From an optimization exercise on the open Yosys and OpenROAD flow, aimed at a short achievable clock period and few clock cycles; shortcuts taken in it are not production practice. Only simulation tests tie the RTL to the original design; equivalence was not proved. No activity file was given, so power comes from the tool's default toggle rates.

### design/flow/design.v
module vcpu_core (
    input  wire        clk,
    input  wire        rst,
    input  wire [31:0] prog_len,
    input  wire        terminate,
    output wire        imem_req,
    output wire [31:0] imem_addr,
    input  wire        imem_ack,
    input  wire [31:0] imem_rdata,
    output wire        dmem_req,
    output wire        dmem_we,
    output wire [1:0]  dmem_size,
    output wire [31:0] dmem_addr,
    output wire [31:0] dmem_wdata,
    input  wire        dmem_ack,
    input  wire        dmem_err,
    input  wire [31:0] dmem_rdata,
    output reg         retire_valid,
    output reg  [31:0] retire_pc,
    output reg  [4:0]  retire_rd,
    output reg  [31:0] retire_wdata,
    output reg         stopped,
    output reg  [3:0]  exit_code,
    output reg  [31:0] pc
);
    localparam [3:0] EX_HALTED     = 4'd1,
                     EX_TERMINATED = 4'd2,
                     EX_DIVZERO    = 4'd3,
                     EX_BADMEM     = 4'd4,
                     EX_BADALIGN   = 4'd5,
                     EX_BADJUMP    = 4'd6,
                     EX_INVALID    = 4'd7,
                     EX_BADPC      = 4'd8;
    reg [31:0] L;
    reg        term_r;
    reg        init;        
    always @(posedge clk) begin
        L      <= prog_len;
        term_r <= terminate & ~rst;
        init   <= rst;
    end
    wire        hold_M, hold_E, hold_D;
    wire        redirect;
    wire [31:0] redirect_pc;
    reg         retry_v;
    reg [31:0] rf [1:31];
    reg        w_we;
    reg [4:0]  w_rd;
    reg [31:0] w_res;
    integer i;
    always @(posedge clk) begin
        if (rst) begin
            for (i = 1; i < 32; i = i + 1)
                rf[i] <= 32'd0;
        end else if (w_we) begin
            rf[w_rd] <= w_res;
        end
    end
    reg        btb_v   [0:31];
    reg [24:0] btb_tag [0:31];
    reg [31:0] btb_tgt [0:31];
    reg [1:0]  btb_ctr [0:31];
    reg  [31:0] pc_f;
    reg         fr_v;           
    reg  [31:0] fr_pc;
    wire [4:0]  f_idx  = pc_f[6:2];
    wire        f_hit  = btb_v[f_idx] && (btb_tag[f_idx] == pc_f[31:7]) && btb_ctr[f_idx][1];
    wire [31:0] f_next = f_hit ? btb_tgt[f_idx] : pc_f + 32'd4;
    wire [31:0] f_pc   = fr_v ? fr_pc : pc_f;
    wire [31:0] f_pred = fr_v ? pc_f  : f_next;
    assign imem_req  = ~stopped;
    assign imem_addr = f_pc;
    always @(posedge clk) begin
        if (rst) begin
            pc_f <= 32'd0;
            fr_v <= 1'b0;
        end else if (!stopped) begin
            if (redirect) begin
                pc_f <= redirect_pc;
                fr_v <= 1'b0;
            end else if (!hold_D) begin
                if (fr_v) begin
                    if (imem_ack) fr_v <= 1'b0;
                end else begin
                    pc_f  <= f_next;
                    fr_pc <= pc_f;
                    fr_v  <= ~imem_ack;
                end
            end
        end
    end
    reg         d_v;
    reg  [31:0] d_ir;
    reg  [31:0] d_pc;
    reg  [31:0] d_pred;
    always @(posedge clk) begin
        if (rst) begin
            d_v <= 1'b0;
        end else if (!stopped) begin
            if (redirect) begin
                d_v <= 1'b0;
            end else if (!hold_D) begin
                d_v    <= imem_ack;
                d_ir   <= imem_rdata;
                d_pc   <= f_pc;
                d_pred <= f_pred;
            end
        end
    end
    wire [5:0]  d_op  = d_ir[31:26];
    wire [4:0]  d_frd = d_ir[25:21];
    wire [4:0]  d_frs = d_ir[20:16];
    wire [4:0]  d_frt = d_ir[15:11];
    wire [10:0] d_fn  = d_ir[10:0];
    wire [15:0] d_i16 = d_ir[15:0];
    wire        d_r   = (d_op == 6'h00);
    wire d_add  = d_r && d_fn == 11'h000;
    wire d_sub  = d_r && d_fn == 11'h001;
    wire d_mul  = d_r && d_fn == 11'h002;
    wire d_div  = d_r && (d_fn == 11'h004 || d_fn == 11'h005 || d_fn == 11'h006 || d_fn == 11'h007);
    wire d_and  = d_r && d_fn == 11'h008;
    wire d_or   = d_r && d_fn == 11'h009;
    wire d_xor  = d_r && d_fn == 11'h00A;
    wire d_nor  = d_r && d_fn == 11'h00B;
    wire d_slt  = d_r && d_fn == 11'h00C;
    wire d_sltu = d_r && d_fn == 11'h00D;
    wire d_sll  = d_r && d_fn == 11'h010;
    wire d_srl  = d_r && d_fn == 11'h011;
    wire d_sra  = d_r && d_fn == 11'h012;
    wire d_jr   = d_r && d_fn == 11'h018;
    wire d_rval = d_add | d_sub | d_mul | d_div | d_and | d_or | d_xor | d_nor |
                  d_slt | d_sltu | d_sll | d_srl | d_sra | d_jr;
    wire d_addi  = d_op == 6'h01;
    wire d_slti  = d_op == 6'h02;
    wire d_sltiu = d_op == 6'h03;
    wire d_andi  = d_op == 6'h04;
    wire d_ori   = d_op == 6'h05;
    wire d_xori  = d_op == 6'h06;
    wire d_lui   = d_op == 6'h07;
    wire d_slli  = d_op == 6'h08;
    wire d_srli  = d_op == 6'h09;
    wire d_srai  = d_op == 6'h0A;
    wire d_ialu  = d_op >= 6'h01 && d_op <= 6'h0A;
    wire d_load  = d_op == 6'h10 || d_op == 6'h11 || d_op == 6'h12 || d_op == 6'h14 || d_op == 6'h15;
    wire d_store = d_op == 6'h18 || d_op == 6'h19 || d_op == 6'h1A;
    wire d_br    = d_op >= 6'h20 && d_op <= 6'h25;
    wire d_j     = d_op == 6'h30 || d_op == 6'h31;
    wire d_jal   = d_op == 6'h31;
    wire d_halt  = d_op == 6'h3F;
    wire d_inv   = d_r ? !d_rval : !(d_ialu | d_load | d_store | d_br | d_j | d_halt);
    wire [4:0]  d_ra  = d_frs;
    wire [4:0]  d_rb  = d_r ? d_frt : d_frd;
    wire        d_useA = (d_r && d_rval) || (d_ialu && !d_lui) || d_load || d_store || d_br;
    wire        d_useB = (d_r && d_rval && !d_jr) || d_store || d_br;
    wire [31:0] rf_a = (d_ra == 5'd0) ? 32'd0 : rf[d_ra];
    wire [31:0] rf_b = (d_rb == 5'd0) ? 32'd0 : rf[d_rb];
    wire [31:0] d_a  = (w_we && w_rd == d_ra) ? w_res : rf_a;
    wire [31:0] d_b  = (w_we && w_rd == d_rb) ? w_res : rf_b;
    wire        d_wr   = (d_r && d_rval) || d_ialu || d_load || d_jal;
    wire [4:0]  d_dst  = d_jal ? 5'd31 : d_frd;
    wire        d_we   = d_wr && (d_dst != 5'd0);
    wire [31:0] d_sext = {{16{d_i16[15]}}, d_i16};
    wire [31:0] d_zext = {16'd0, d_i16};
    wire [31:0] d_imm  = d_lui ? {d_i16, 16'd0} :
                         (d_andi | d_ori | d_xori) ? d_zext : d_sext;
    wire        d_use_imm = !d_r;
    wire [32:0] d_p4   = {1'b0, d_pc} + 33'd4;
    wire [32:0] d_p8   = {1'b0, d_pc} + 33'd8;
    wire        L_lt4  = (L < 32'd4);
    wire        d_wrap = d_p4 >= {1'b0, L};
    wire [31:0] d_seq  = d_wrap ? 32'd0 : d_p4[31:0];
    wire        d_seq_bad = d_wrap ? L_lt4 : (d_p8 > {1'b0, L});
    wire [31:0] d_btgt = d_pc + {d_sext[29:0], 2'b00};
    wire [31:0] d_jtgt = {{4{d_ir[25]}}, d_ir[25:0], 2'b00};
    wire [31:0] d_tgt  = d_j ? d_jtgt : d_btgt;
    wire        d_tgt_ge  = d_tgt >= L;
    wire        d_tgt_bad = ({1'b0, d_tgt} + 33'd4) > {1'b0, L};
    reg         e_v;
    reg  [31:0] e_pc;
    reg  [4:0]  e_ra, e_rb, e_rd;
    reg         e_useA, e_useB, e_we;
    reg  [31:0] e_a, e_b, e_imm;
    reg         e_use_imm;
    reg         e_s_add, e_s_sub, e_s_and, e_s_or, e_s_xor, e_s_nor, e_s_slt, e_s_sltu;
    reg         e_s_sll, e_s_srl, e_s_sra, e_s_imm, e_s_link;
    reg         e_div, e_mul, e_load, e_store, e_br, e_j, e_jr, e_halt, e_inv;
    reg  [2:0]  e_brc;
    reg  [2:0]  e_ldop;
    reg  [31:0] e_seq, e_link, e_tgt, e_pred;
    reg         e_seq_bad, e_tgt_ge, e_tgt_bad, e_ne_seq, e_ne_tgt;
    reg         e_dsigned, e_rem, e_hit;
    reg         dc_v;
    reg  [31:0] dc_a, dc_b, dc_q, dc_r;
    reg         dc_s;
    reg         m_v, m_we;
    reg  [4:0]  m_rd;
    reg         r_we;
    reg  [4:0]  r_rd;
    wire d_pend_a = (e_v && e_we && e_rd == d_ra) || (m_v && m_we && m_rd == d_ra) ||
                    (retry_v && r_we && r_rd == d_ra);
    wire d_pend_b = (e_v && e_we && e_rd == d_rb) || (m_v && m_we && m_rd == d_rb) ||
                    (retry_v && r_we && r_rd == d_rb);
    wire d_dsigned = !d_fn[0];
    wire d_hit = dc_v && !d_pend_a && !d_pend_b && (dc_a == d_a) && (dc_b == d_b) &&
                 ((dc_s == d_dsigned) || (!d_a[31] && !d_b[31]));
    reg         m_load, m_mul;
    reg  [31:0] m_res;
    wire a_hitM = m_v && m_we && (m_rd == e_ra);
    wire b_hitM = m_v && m_we && (m_rd == e_rb);
    wire a_hitW = w_we && (w_rd == e_ra);
    wire b_hitW = w_we && (w_rd == e_rb);
    wire m_late = m_load | m_mul;
    wire [31:0] a_byp = a_hitM ? m_res : a_hitW ? w_res : e_a;
    wire [31:0] b_byp = b_hitM ? m_res : b_hitW ? w_res : e_b;
    wire dep_stall = (e_useA && a_hitM && m_late) || (e_useB && b_hitM && m_late);
    wire [31:0] bop   = e_use_imm ? e_imm : b_byp;
    wire [4:0]  shamt = bop[4:0];
    wire [31:0] r_add = a_byp + bop;
    wire [31:0] r_sub = a_byp - bop;
    wire [31:0] r_sll = a_byp << shamt;
    wire [31:0] r_srl = a_byp >> shamt;
    wire [31:0] r_sra = $signed(a_byp) >>> shamt;
    wire        r_lt  = $signed(a_byp) < $signed(bop);
    wire        r_ltu = a_byp < bop;
    wire [31:0] e_res_alu =
        ({32{e_s_add}}  & r_add) |
        ({32{e_s_sub}}  & r_sub) |
        ({32{e_s_and}}  & (a_byp & bop)) |
        ({32{e_s_or}}   & (a_byp | bop)) |
        ({32{e_s_xor}}  & (a_byp ^ bop)) |
        ({32{e_s_nor}}  & ~(a_byp | bop)) |
        ({32{e_s_slt}}  & {31'd0, r_lt}) |
        ({32{e_s_sltu}} & {31'd0, r_ltu}) |
        ({32{e_s_sll}}  & r_sll) |
        ({32{e_s_srl}}  & r_srl) |
        ({32{e_s_sra}}  & r_sra) |
        ({32{e_s_imm}}  & e_imm) |
        ({32{e_s_link}} & e_link) |
        ({32{e_div}}    & (e_rem ? dc_r : dc_q));
    wire br_eq  = (b_byp == a_byp);
    wire br_lt  = $signed(b_byp) < $signed(a_byp);
    wire br_ltu = b_byp < a_byp;
    reg  br_c;
    always @(*) begin
        case (e_brc)
            3'd0:    br_c = br_eq;
            3'd1:    br_c = !br_eq;
            3'd2:    br_c = br_lt;
            3'd3:    br_c = !br_lt;
            3'd4:    br_c = br_ltu;
            default: br_c = !br_ltu;
        endcase
    end
    wire        e_taken  = e_j | (e_br & br_c);
    wire [32:0] jr_p4    = {1'b0, a_byp} + 33'd4;
    wire        jr_align = a_byp[1:0] != 2'b00;
    wire        jr_ge    = a_byp >= L;
    wire        jr_bad   = jr_p4 > {1'b0, L};
    wire [31:0] e_npc    = e_jr ? a_byp : e_taken ? e_tgt : e_seq;
    wire        e_npc_bad = e_jr ? jr_bad : e_taken ? e_tgt_bad : e_seq_bad;
    wire        e_mispred = e_jr ? (a_byp != e_pred) : e_taken ? e_ne_tgt : e_ne_seq;
    wire [3:0]  e_fault_nodiv =
        e_inv  ? EX_INVALID :
        e_halt ? EX_HALTED :
        (e_jr && jr_align) ? EX_BADALIGN :
        (e_jr && jr_ge) ? EX_BADJUMP :
        (e_taken && e_tgt_ge) ? EX_BADJUMP : 4'd0;
    wire [31:0] e_ea = a_byp + e_imm;
    function [63:0] csa;    
        input [31:0] x, y, z;
        reg   [31:0] c;
        begin
            c   = (x & y) | (x & z) | (y & z);
            csa = {c[30:0], 1'b0, x ^ y ^ z};
        end
    endfunction
    reg [543:0] ppv;        
    reg [15:0]  bt_one, bt_two, bt_neg;
    reg [31:0]  bt_mag;
    integer k;
    always @(*) begin
        ppv = 544'd0;
        for (k = 0; k < 16; k = k + 1) begin
            bt_one[k] = b_byp[2*k] ^ ((k == 0) ? 1'b0 : b_byp[2*k-1]);
            bt_two[k] = ( b_byp[2*k+1] & ~b_byp[2*k] & ~((k == 0) ? 1'b0 : b_byp[2*k-1])) |
                        (~b_byp[2*k+1] &  b_byp[2*k] &  ((k == 0) ? 1'b0 : b_byp[2*k-1]));
            bt_neg[k] = b_byp[2*k+1] & ~(b_byp[2*k] & ((k == 0) ? 1'b0 : b_byp[2*k-1]));
            bt_mag = bt_one[k] ? a_byp : bt_two[k] ? {a_byp[30:0], 1'b0} : 32'd0;
            ppv[32*k +: 32] = (bt_neg[k] ? ~bt_mag : bt_mag) << (2*k);
            ppv[512 + 2*k]  = bt_neg[k];
        end
    end
    wire [31:0] pp0  = ppv[ 31:  0], pp1  = ppv[ 63: 32], pp2  = ppv[ 95: 64], pp3  = ppv[127: 96];
    wire [31:0] pp4  = ppv[159:128], pp5  = ppv[191:160], pp6  = ppv[223:192], pp7  = ppv[255:224];
    wire [31:0] pp8  = ppv[287:256], pp9  = ppv[319:288], pp10 = ppv[351:320], pp11 = ppv[383:352];
    wire [31:0] pp12 = ppv[415:384], pp13 = ppv[447:416], pp14 = ppv[479:448], pp15 = ppv[511:480];
    wire [31:0] pp16 = ppv[543:512];
    wire [63:0] l1_0 = csa(pp0,  pp1,  pp2);
    wire [63:0] l1_1 = csa(pp3,  pp4,  pp5);
    wire [63:0] l1_2 = csa(pp6,  pp7,  pp8);
    wire [63:0] l1_3 = csa(pp9,  pp10, pp11);
    wire [63:0] l1_4 = csa(pp12, pp13, pp14);
    wire [63:0] l2_0 = csa(l1_0[31:0], l1_0[63:32], l1_1[31:0]);
    wire [63:0] l2_1 = csa(l1_1[63:32], l1_2[31:0], l1_2[63:32]);
    wire [63:0] l2_2 = csa(l1_3[31:0], l1_3[63:32], l1_4[31:0]);
    wire [63:0] l2_3 = csa(l1_4[63:32], pp15, pp16);
    wire [63:0] l3_0 = csa(l2_0[31:0], l2_0[63:32], l2_1[31:0]);
    wire [63:0] l3_1 = csa(l2_1[63:32], l2_2[31:0], l2_2[63:32]);
    localparam [2:0] DV_IDLE = 3'd0, DV_NORM = 3'd1, DV_SHIFT = 3'd2,
                     DV_ITER = 3'd3, DV_FIX = 3'd4, DV_FIN = 3'd5;
    reg  [2:0]  dv_st;
    reg  [31:0] dv_ra, dv_rb;        
    reg         dv_s;                
    reg  [31:0] dv_a, dv_b;          
    reg         dv_nq, dv_nr, dv_dz;
    reg  [33:0] dv_b3;               
    reg  [4:0]  dv_k;
    reg  [33:0] dv_d, dv_d3;         
    reg  [31:0] dv_r, dv_q;
    reg  [3:0]  dv_cnt;
    function [5:0] clz32;
        input [31:0] x;
        integer n;
        begin
            clz32 = 6'd32;
            for (n = 0; n < 32; n = n + 1)
                if (x[n]) clz32 = 6'd31 - n[5:0];
        end
    endfunction
    wire [5:0]  dv_ca = clz32(dv_a);
    wire [5:0]  dv_cb = clz32(dv_b);
    wire        dv_lt = dv_a < dv_b;
    wire [5:0]  dv_kk = dv_cb - dv_ca;
    wire [34:0] dv_t1 = {3'd0, dv_r} - {1'b0, dv_d};
    wire [34:0] dv_t2 = {3'd0, dv_r} - {dv_d, 1'b0};
    wire [34:0] dv_t3 = {3'd0, dv_r} - {1'b0, dv_d3};
    wire e_div_ready = e_hit | (dv_st == DV_FIN);
    wire e_div_start = e_v & e_div & !e_hit & (dv_st == DV_IDLE) & !dep_stall & !hold_M;
    always @(posedge clk) begin
        if (rst) begin
            dv_st <= DV_IDLE;
            dc_v  <= 1'b0;
        end else if (!stopped) begin
            case (dv_st)
            DV_IDLE: if (e_div_start) begin
                dv_ra <= a_byp;
                dv_rb <= b_byp;
                dv_s  <= e_dsigned;
                dv_a  <= (e_dsigned & a_byp[31]) ? 32'd0 - a_byp : a_byp;
                dv_b  <= (e_dsigned & b_byp[31]) ? 32'd0 - b_byp : b_byp;
                dv_nq <= e_dsigned & (a_byp[31] ^ b_byp[31]);
                dv_nr <= e_dsigned & a_byp[31];
                dv_st <= DV_NORM;
            end
            DV_NORM: begin
                dv_dz <= (dv_b == 32'd0);
                dv_b3 <= {2'b00, dv_b} + {1'b0, dv_b, 1'b0};
                dv_k  <= dv_kk[4:0];
                dv_r  <= dv_a;
                dv_q  <= 32'd0;
                if (dv_b == 32'd0)
                    dv_st <= DV_FIN;
                else if (dv_lt)
                    dv_st <= DV_FIX;
                else
                    dv_st <= DV_SHIFT;
            end
            DV_SHIFT: begin
                dv_d   <= {2'b00, dv_b} << {dv_k[4:1], 1'b0};
                dv_d3  <= dv_b3 << {dv_k[4:1], 1'b0};
                dv_cnt <= dv_k[4:1];
                dv_st  <= DV_ITER;
            end
            DV_ITER: begin
                if (!dv_t3[34]) begin
                    dv_r <= dv_t3[31:0];
                    dv_q <= {dv_q[29:0], 2'd3};
                end else if (!dv_t2[34]) begin
                    dv_r <= dv_t2[31:0];
                    dv_q <= {dv_q[29:0], 2'd2};
                end else if (!dv_t1[34]) begin
                    dv_r <= dv_t1[31:0];
                    dv_q <= {dv_q[29:0], 2'd1};
                end else begin
                    dv_q <= {dv_q[29:0], 2'd0};
                end
                dv_d   <= dv_d  >> 2;
                dv_d3  <= dv_d3 >> 2;
                dv_cnt <= dv_cnt - 4'd1;
                if (dv_cnt == 4'd0)
                    dv_st <= DV_FIX;
            end
            DV_FIX: begin
                dc_v  <= 1'b1;
                dc_a  <= dv_ra;
                dc_b  <= dv_rb;
                dc_s  <= dv_s;
                dc_q  <= dv_nq ? 32'd0 - dv_q : dv_q;
                dc_r  <= dv_nr ? 32'd0 - dv_r : dv_r;
                dv_st <= DV_FIN;
            end
            default: begin    
                if (!hold_M)
                    dv_st <= DV_IDLE;
            end
            endcase
        end
    end
    wire e_divz = e_div & !e_hit & dv_dz;
    wire e_wait = e_v & (dep_stall | (e_div & !e_div_ready));
    assign hold_M = retry_v;
    assign hold_E = hold_M | e_wait;
    assign hold_D = hold_E;
    wire   e_go   = e_v & !hold_E;
    assign redirect    = e_go & e_mispred & !stopped;
    assign redirect_pc = e_npc;
    always @(posedge clk) begin
        if (rst) begin
            e_v <= 1'b0;
        end else if (!stopped) begin
            if (!hold_E) begin
                e_v       <= d_v & !redirect;
                e_pc      <= d_pc;
                e_ra      <= d_ra;
                e_rb      <= d_rb;
                e_rd      <= d_dst;
                e_useA    <= d_useA;
                e_useB    <= d_useB;
                e_we      <= d_we;
                e_a       <= d_a;
                e_b       <= d_b;
                e_imm     <= d_imm;
                e_use_imm <= d_use_imm;
                e_s_add   <= d_add | d_addi;
                e_s_sub   <= d_sub;
                e_s_and   <= d_and | d_andi;
                e_s_or    <= d_or  | d_ori;
                e_s_xor   <= d_xor | d_xori;
                e_s_nor   <= d_nor;
                e_s_slt   <= d_slt | d_slti;
                e_s_sltu  <= d_sltu | d_sltiu;
                e_s_sll   <= d_sll | d_slli;
                e_s_srl   <= d_srl | d_srli;
                e_s_sra   <= d_sra | d_srai;
                e_s_imm   <= d_lui;
                e_s_link  <= d_jr | d_jal;
                e_div     <= d_div;
                e_mul     <= d_mul;
                e_load    <= d_load;
                e_store   <= d_store;
                e_br      <= d_br;
                e_brc     <= d_op[2:0];
                e_j       <= d_j;
                e_jr      <= d_jr;
                e_halt    <= d_halt;
                e_inv     <= d_inv;
                e_ldop    <= d_op[2:0];
                e_seq     <= d_seq;
                e_seq_bad <= d_seq_bad;
                e_link    <= d_p4[31:0];
                e_tgt     <= d_tgt;
                e_tgt_ge  <= d_tgt_ge;
                e_tgt_bad <= d_tgt_bad;
                e_pred    <= d_pred;
                e_ne_seq  <= d_pred != d_seq;
                e_ne_tgt  <= d_pred != d_tgt;
                e_dsigned <= d_dsigned;
                e_rem     <= d_fn[1];
                e_hit     <= d_hit;
            end else begin
                e_a <= a_byp;
                e_b <= b_byp;
            end
        end
    end
    wire [4:0] u_idx = e_pc[6:2];
    wire       u_hit = btb_v[u_idx] && (btb_tag[u_idx] == e_pc[31:7]);
    wire [1:0] u_ctr = btb_ctr[u_idx];
    always @(posedge clk) begin
        if (rst) begin
            for (i = 0; i < 32; i = i + 1)
                btb_v[i] <= 1'b0;
        end else if (e_go && !stopped && (e_br || e_j || e_jr)) begin
            if (e_br) begin
                if (u_hit) begin
                    btb_tgt[u_idx] <= e_tgt;
                    if (br_c && u_ctr != 2'd3) btb_ctr[u_idx] <= u_ctr + 2'd1;
                    if (!br_c && u_ctr != 2'd0) btb_ctr[u_idx] <= u_ctr - 2'd1;
                end else if (br_c) begin
                    btb_v[u_idx]   <= 1'b1;
                    btb_tag[u_idx] <= e_pc[31:7];
                    btb_tgt[u_idx] <= e_tgt;
                    btb_ctr[u_idx] <= 2'd2;
                end
            end else begin
                btb_v[u_idx]   <= 1'b1;
                btb_tag[u_idx] <= e_pc[31:7];
                btb_tgt[u_idx] <= e_npc;
                btb_ctr[u_idx] <= 2'd3;
            end
        end
    end
    reg  [31:0] m_pc, m_npc;
    reg         m_npc_bad;
    reg  [3:0]  m_fault;
    reg         m_mem;
    reg  [2:0]  m_ldop;
    reg  [31:0] m_addr, m_wdata;
    reg  [1:0]  m_size;
    reg         m_wen;
    reg  [31:0] m_p0, m_p1, m_p2, m_p3, m_p4, m_p5;
    always @(posedge clk) begin
        if (rst) begin
            m_v <= 1'b0;
        end else if (!stopped && !hold_M) begin
            m_v       <= e_go;
            m_pc      <= e_pc;
            m_npc     <= e_npc;
            m_npc_bad <= e_npc_bad;
            m_fault   <= e_divz ? EX_DIVZERO : e_fault_nodiv;
            m_we      <= e_we & !e_divz;
            m_rd      <= e_rd;
            m_res     <= e_res_alu;
            m_load    <= e_load;
            m_mul     <= e_mul;
            m_mem     <= e_load | e_store;
            m_ldop    <= e_ldop;
            m_addr    <= e_ea;
            m_wdata   <= b_byp;
            m_size    <= (e_ldop[1:0] == 2'd2) ? 2'd2 : (e_ldop[0] ? 2'd1 : 2'd0);
            m_wen     <= e_store;
            m_p0      <= l3_0[31:0];
            m_p1      <= l3_0[63:32];
            m_p2      <= l3_1[31:0];
            m_p3      <= l3_1[63:32];
            m_p4      <= l2_3[31:0];
            m_p5      <= l2_3[63:32];
        end
    end
    wire [63:0] l4_0 = csa(m_p0, m_p1, m_p2);
    wire [63:0] l4_1 = csa(m_p3, m_p4, m_p5);
    wire [63:0] l5_0 = csa(l4_0[31:0], l4_0[63:32], l4_1[31:0]);
    wire [63:0] l6_0 = csa(l5_0[31:0], l5_0[63:32], l4_1[63:32]);
    wire [31:0] mul_res = l6_0[31:0] + l6_0[63:32];
    reg  [31:0] r_pc, r_npc;
    reg         r_npc_bad;
    reg  [2:0]  r_ldop;
    reg         r_load;
    reg  [31:0] r_addr, r_wdata;
    reg  [1:0]  r_size;
    reg         r_wen;
    wire        ok     = !stopped & !term_r & !init;
    wire        c_v    = retry_v | m_v;
    wire        c_mem  = retry_v | (m_v & m_mem);
    wire        commit = ok & c_v & (!c_mem | dmem_ack);
    wire        c_err  = c_mem & dmem_err;
    wire [31:0] c_pc   = retry_v ? r_pc      : m_pc;
    wire [31:0] c_npc  = retry_v ? r_npc     : m_npc;
    wire        c_nbad = retry_v ? r_npc_bad : m_npc_bad;
    wire [3:0]  c_fault = retry_v ? 4'd0     : m_fault;
    wire        c_we   = retry_v ? r_we      : m_we;
    wire [4:0]  c_rd   = retry_v ? r_rd      : m_rd;
    wire        c_load = retry_v ? r_load    : m_load;
    wire [2:0]  c_ldop = retry_v ? r_ldop    : m_ldop;
    assign dmem_req   = ok & c_mem;
    assign dmem_we    = retry_v ? r_wen   : m_wen;
    assign dmem_size  = retry_v ? r_size  : m_size;
    assign dmem_addr  = retry_v ? r_addr  : m_addr;
    assign dmem_wdata = retry_v ? r_wdata : m_wdata;
    reg [31:0] ld_val;
    always @(*) begin
        case (c_ldop)
            3'd0:    ld_val = {{24{dmem_rdata[7]}},  dmem_rdata[7:0]};
            3'd1:    ld_val = {{16{dmem_rdata[15]}}, dmem_rdata[15:0]};
            3'd4:    ld_val = {24'd0, dmem_rdata[7:0]};
            3'd5:    ld_val = {16'd0, dmem_rdata[15:0]};
            default: ld_val = dmem_rdata;
        endcase
    end
    wire [31:0] c_val = c_load ? ld_val : (m_mul ? mul_res : m_res);
    wire        c_static = (c_fault != 4'd0);
    wire        c_stop   = c_static | c_err | c_nbad;
    wire [3:0]  c_code   = c_static ? c_fault : c_err ? EX_BADMEM : EX_BADPC;
    reg         lc_v;
    reg  [31:0] lc_npc, arch_npc;
    wire [31:0] arch_cur = lc_v ? lc_npc : arch_npc;
    always @(posedge clk) begin
        if (rst) begin
            retry_v <= 1'b0;
        end else if (!stopped) begin
            if (!retry_v) begin
                r_pc      <= m_pc;
                r_npc     <= m_npc;
                r_npc_bad <= m_npc_bad;
                r_ldop    <= m_ldop;
                r_load    <= m_load;
                r_we      <= m_we;
                r_rd      <= m_rd;
                r_addr    <= m_addr;
                r_wdata   <= m_wdata;
                r_size    <= m_size;
                r_wen     <= m_wen;
            end
            retry_v <= ok & c_mem & !dmem_ack;
        end
    end
    always @(posedge clk) begin
        if (rst) begin
            retire_valid <= 1'b0;
            retire_pc    <= 32'd0;
            retire_rd    <= 5'd0;
            retire_wdata <= 32'd0;
            stopped      <= 1'b0;
            exit_code    <= 4'd0;
            pc           <= 32'd0;
            w_we         <= 1'b0;
            lc_v         <= 1'b0;
            arch_npc     <= 32'd0;
        end else if (!stopped) begin
            retire_valid <= commit;
            retire_pc    <= c_pc;
            retire_rd    <= (c_we & !c_err) ? c_rd : 5'd0;
            retire_wdata <= c_val;
            w_we         <= commit & c_we & !c_err;
            w_rd         <= c_rd;
            w_res        <= c_val;
            lc_v         <= commit;
            lc_npc       <= c_npc;
            if (lc_v) arch_npc <= lc_npc;
            if (init) begin
                stopped   <= L_lt4;
                exit_code <= EX_BADPC;
                pc        <= 32'd0;
            end else if (term_r) begin
                stopped   <= 1'b1;
                exit_code <= EX_TERMINATED;
                pc        <= arch_cur;
            end else begin
                stopped   <= commit & c_stop;
                exit_code <= c_code;
                pc        <= (c_static | c_err) ? c_pc : c_npc;
            end
        end else begin
            retire_valid <= 1'b0;
            w_we         <= 1'b0;
        end
    end
endmodule
### design/flow/run.sh
#!/bin/bash
# synth_recipe.tcl (not shown) runs the flow's synth.tcl, then flattens the netlist and writes it again
# the make line also repeats each setting of config.mk as NAME=value (left out here)
make -C /OpenROAD-flow-scripts/flow DESIGN_CONFIG=/design/flow/config.mk WORK_HOME=/design/flow/orfs CLKGATE_MAP_FILE= SYNTH_SCRIPT=/design/flow/synth_recipe.tcl finish
### design/flow/config.mk
export PLATFORM = sky130hd
export DESIGN_NAME = vcpu_core
export DESIGN_NICKNAME = vcpu_core
export VERILOG_FILES = /design/flow/design.v
export SDC_FILE = /design/flow/constraint.sdc
export NUM_CORES = 4
export LEC_CHECK = 0
export CAP_MARGIN = 20
export CORE_MARGIN = 2
export CORE_UTILIZATION = 40
export SLEW_MARGIN = 20
### design/flow/constraint.sdc
create_clock -name core_clock -period 12.0 [get_ports {clk}]
set_input_delay 2.4000 -clock core_clock [delete_from_list [all_inputs] [get_ports {clk}]]
set_output_delay 2.4000 -clock core_clock [all_outputs]
set_load 0.01 [all_outputs]
==> run summary <==
critical path, cell delays in order (launching register included):
cell and delay, ns:
edfxtp_1 0.63, xor2_1 0.27, nor4_1 0.36, and2_1 0.68, buf_4 0.37, nand2_1 0.13
a31oi_4 0.23, buf_4 0.36, inv_1 0.36, ha_1 0.44, nand4_1 0.14, nor4_1 0.52
nor2_1 0.11, a31o_2 0.26, and3_1 0.17, o21ai_0 0.60, a21oi_1 0.27, a21oi_4 0.23
buf_4 0.60, mux2i_1 0.37, a211oi_4 0.18, nor2_4 0.85, buf_12 0.31, mux2_2 0.36
cell families (layout without fill, tap and decap cells):
logic type      after synthesis  after routing
compound gates             3367           3367
mux                        2076           2076
fa+ha+maj                   906            906
buf+inv                    2057           2522
xor+xnor                    950            950
simple gates               5032           5032
flops                      4474           4474
other cells                   0            138
worst min path at each step:
| stage | start | to | slack, ns | cells past startpoint |
|---|---|---|---|---|
| finish | dv_rb[15] | dc_b[15] | 0.38 | 0 |
| global route | dv_ra[25] | dc_a[25] | 0.38 | 0 |
| CTS | dv_rb[15] | dc_b[15] | 0.39 | 0 |
| detailed placement | dv_ra[5] | dc_a[5] | 0.40 | 0 |
| global placement | dv_ra[24] | dc_a[24] | 0.40 | 0 |
| floorplan | dv_ra[10] | dc_a[10] | 0.40 | 0 |
metal layers:
layer | share of wire [%] | up-vias | wire (µm)
met4 | 7.3 | 46 | 75100
met3 | 11 | 2511 | 117000
met2 | 44 | 12400 | 451000
met5 | 0.034 | - | 350
met1 | 38 | 91400 | 389000
li1 | - | 72300 | -
power groups by stage:
stage                     combinational [µW]  clock [µW]  sequential [µW]
after floorplan                        11700           0            19500
after global placement                 19000           0            20100
after detailed placement               19100           0            20100
after CTS                              19200       15400            19800
after global routing                   20700       16000            19900
final                                  19500       15300            19900
flip-flops by register name, indices dropped and copies added, names as in the netlist, 34 cells and up, named ones only:
signal,flops
btb_tgt,1024
rf,1024
btb_tag,800
btb_ctr,64
dv_b3,34
dv_d3,34
dv_d,34
cell type report:
type	count	area share, %
flip-flops and latches	4474	48.3
multi-input cells	12300	38.1
clock buffers	611	4.74
well taps	8036	3.68
repair buffers	938	3.00
clock inverters	293	1.09
inverters	680	0.953
diodes	138	0.127
cells in the mapped netlist (150+ instances only):
| master | number | area share [%] |
|---|---|---|
| nor3_1 | 858 | 1.8 |
| fa_1 | 208 | 1.7 |
| nor2_1 | 983 | 1.5 |
| xor2_1 | 337 | 1.2 |
| mux2i_1 | 655 | 2.7 |
| nand2_1 | 1534 | 2.4 |
| clkbuf_1 | 929 | 1.4 |
| mux4_2 | 1128 | 10 |
| xnor2_1 | 613 | 2.2 |
| o21ai_0 | 688 | 1.4 |
| a21oi_1 | 786 | 1.6 |
| and2_1 | 380 | 0.98 |
| nor2b_1 | 150 | 0.39 |
| a21o_1 | 221 | 0.68 |
| a211oi_1 | 182 | 0.56 |
| a22oi_1 | 355 | 1.1 |
| inv_1 | 648 | 1.0 |
| edfxtp_1 | 4211 | 52 |
| dfxtp_1 | 263 | 2.2 |
| buf_2 | 224 | 0.46 |
| buf_1 | 187 | 0.29 |
| ha_1 | 698 | 3.6 |
| mux2_2 | 293 | 1.4 |
| nand3_1 | 426 | 0.88 |
metrics by stage:
stage | instance area (µm²) | hold WS [ns] | instances
detailed placement | 257000 | 0.405 | 26500
global placement | 256000 | 0.401 | 26500
CTS | 272000 | 0.393 | 27400
global route | 273000 | 0.383 | 27400
finish | 273000 | 0.378 | 27500
floorplan | 242000 | 0.400 | 18900
==> flow_summary.toml <==
[logic_synthesis]
synth_edf_count = 4211
synthesis.area_um2 = 242000
syn-num-nets = 19900
synthFlopType = "edfxtp_1"
synth_compound_area_share_pct = 9.15
yosysSeqAreaShare_pct = 54.3
avgSynthCellArea_um2 = 12.9
synthSimpleGateAreaFrac_pct = 9.85
synth_top_family_by_area = "multiplexers"
synth_cells = 18900
synth.distinct_cells = 111
ys_ff_latch = 4474
synth_warnings = 1
synthArstFlopShare_pct = 0
yosys.area_share.adder_pct = 5.32
synth_mux_area_share_pct = 14.5
synth_xor_area_share_pct = 3.43

[route]
ant_nets = 0
wl_per_cell_um = 37.5
dr.first_iter.drc_count = 27100
dr.pass1.iters = 7
wl_um = 1030000
vias_per_cell = 6.50
detail_route.drc_violations = 0
vias = 179000

[power_and_ir_drop]
power_frac_clock_pct = 28.0
p_per_area_nw_per_um2 = 200
p_sw_uw = 20400
p_leak_uw = 0.0941
total_power_uw = 54600
ir_worst_vdd_mv = 0.497
pwr-share-seq_pct = 36.4
p_int_uw = 34200
pwr-share-comb_pct = 35.6
switching_share_pct = 37.3

[layout]
fillers = 54300
finish.utilization_pct = 45.3
syn_to_final_growth_pct = 12.5
seqCellArea_um2 = 132000
final_cell_mix = "edfxtp_1, nand2_1, mux4_2"
layout_commonest_cell = "edfxtp_1"
num-nets-final = 19900
multiInputGateArea_um2 = 104000
drive_above_1_share_pct = 16.2

[timing]
slew_viol_final = 0
period_minus_slack_ns = 9.06
worst_pin_slew_ns = 1.40
skew_ns = 0.0919
fmax_mhz = 110
finalCritPeriodShare_pct = 75.5
hold_viol = 0
setup_violations = 0
fin_setup_tns_ns = 0
fin_ws_ns = 2.94
slew_headroom_pct = 5.87
rsz0062_at_grt = "no"

[global_routing]
antenna_found_initial = 165
grt_use_total_pct = 32.6
grt_max_degree = 131
grtUsageMet3_pct = 7.94
met1_usage_pct = 43.0
grt-ovfl-total = 0
met2_usage_pct = 48.8
top_usage_layer = "met2"
grt_pass1_wl_um = 1410000
grt_pass1_vias = 169000

[floorplanning]
die_w_um = 783
start_util_pct = 40.2
io_pins = 310
dieArea_um2 = 612000
core_area_um2 = 603000
num_rows = 285
die_h_um = 783

[job]
maxCapViolCount = 0

[worst_setup_path]
cp_max_fo = 35
crit_path_start_kind = "flip-flop"
path_class = "flip-flop to flip-flop"
regToRegStartpoint = "r_rd[2]"
cp-startpoint = "r_rd[2]"
crit_arrival_ns = 10.02
r2r_setup_slack_ns = 2.94
cp-end-kind = "flip-flop"
required_ns = 12.96
worst_r2r_path_depth = 23

[clocking]
clk_latency_ns = 1.10
clock_path_buffers = 4
ctsResizeCount = 0
cts-buffers-inserted = 482
cts_root_buf = "clkbuf_16"
hold_buffers = 0
clk_pin_slew_ns = 0.07
cts_tree = "done"
h-tree-depth = 5
post-cts-setup-buffers = 0
clock-sinks = 4474

[run_status]
status = "finished clean"

[place]
port_buffers = 309
hpwl_um = 721000
gp_congestion = 1.03
place_ws_ns = 3.27

[hold_path]
hold_class = "flip-flop to flip-flop"
Testbench counts, summed over its fixed seeds: cycles 34,478.

==> separate check: timing with driven ports <==
No port has a modelled driver above. Below, the same layout with a new extraction and two added sets of constraints.
Step 1 (the two cells are an assumption about what drives the block):
set clk [get_ports {clk}]
set_driving_cell -lib_cell sky130_fd_sc_hd__clkbuf_16 $clk
set_driving_cell -lib_cell sky130_fd_sc_hd__buf_2 [delete_from_list [all_inputs] $clk]
Step 2 moves the port delays by t, midway between the first and last clock arrival at a register: inputs arrive t later, outputs are due t later. That takes back most of the time a late clock gives input paths.
Three values: ideal, step 1, step 2; two values: the first two.
t (ns): 1.191
setup WS [ns]: 2.943 / 2.943 / 2.943
hold slack, ns: 0.378 / 0.378 / 0.378
worst setup path at the end: register to register
pins driven straight from the clock port: 1
After both steps this run still meets setup and hold. The setup slack of this run moves by 0.000 ns with the drivers and by 0.000 ns with both steps.
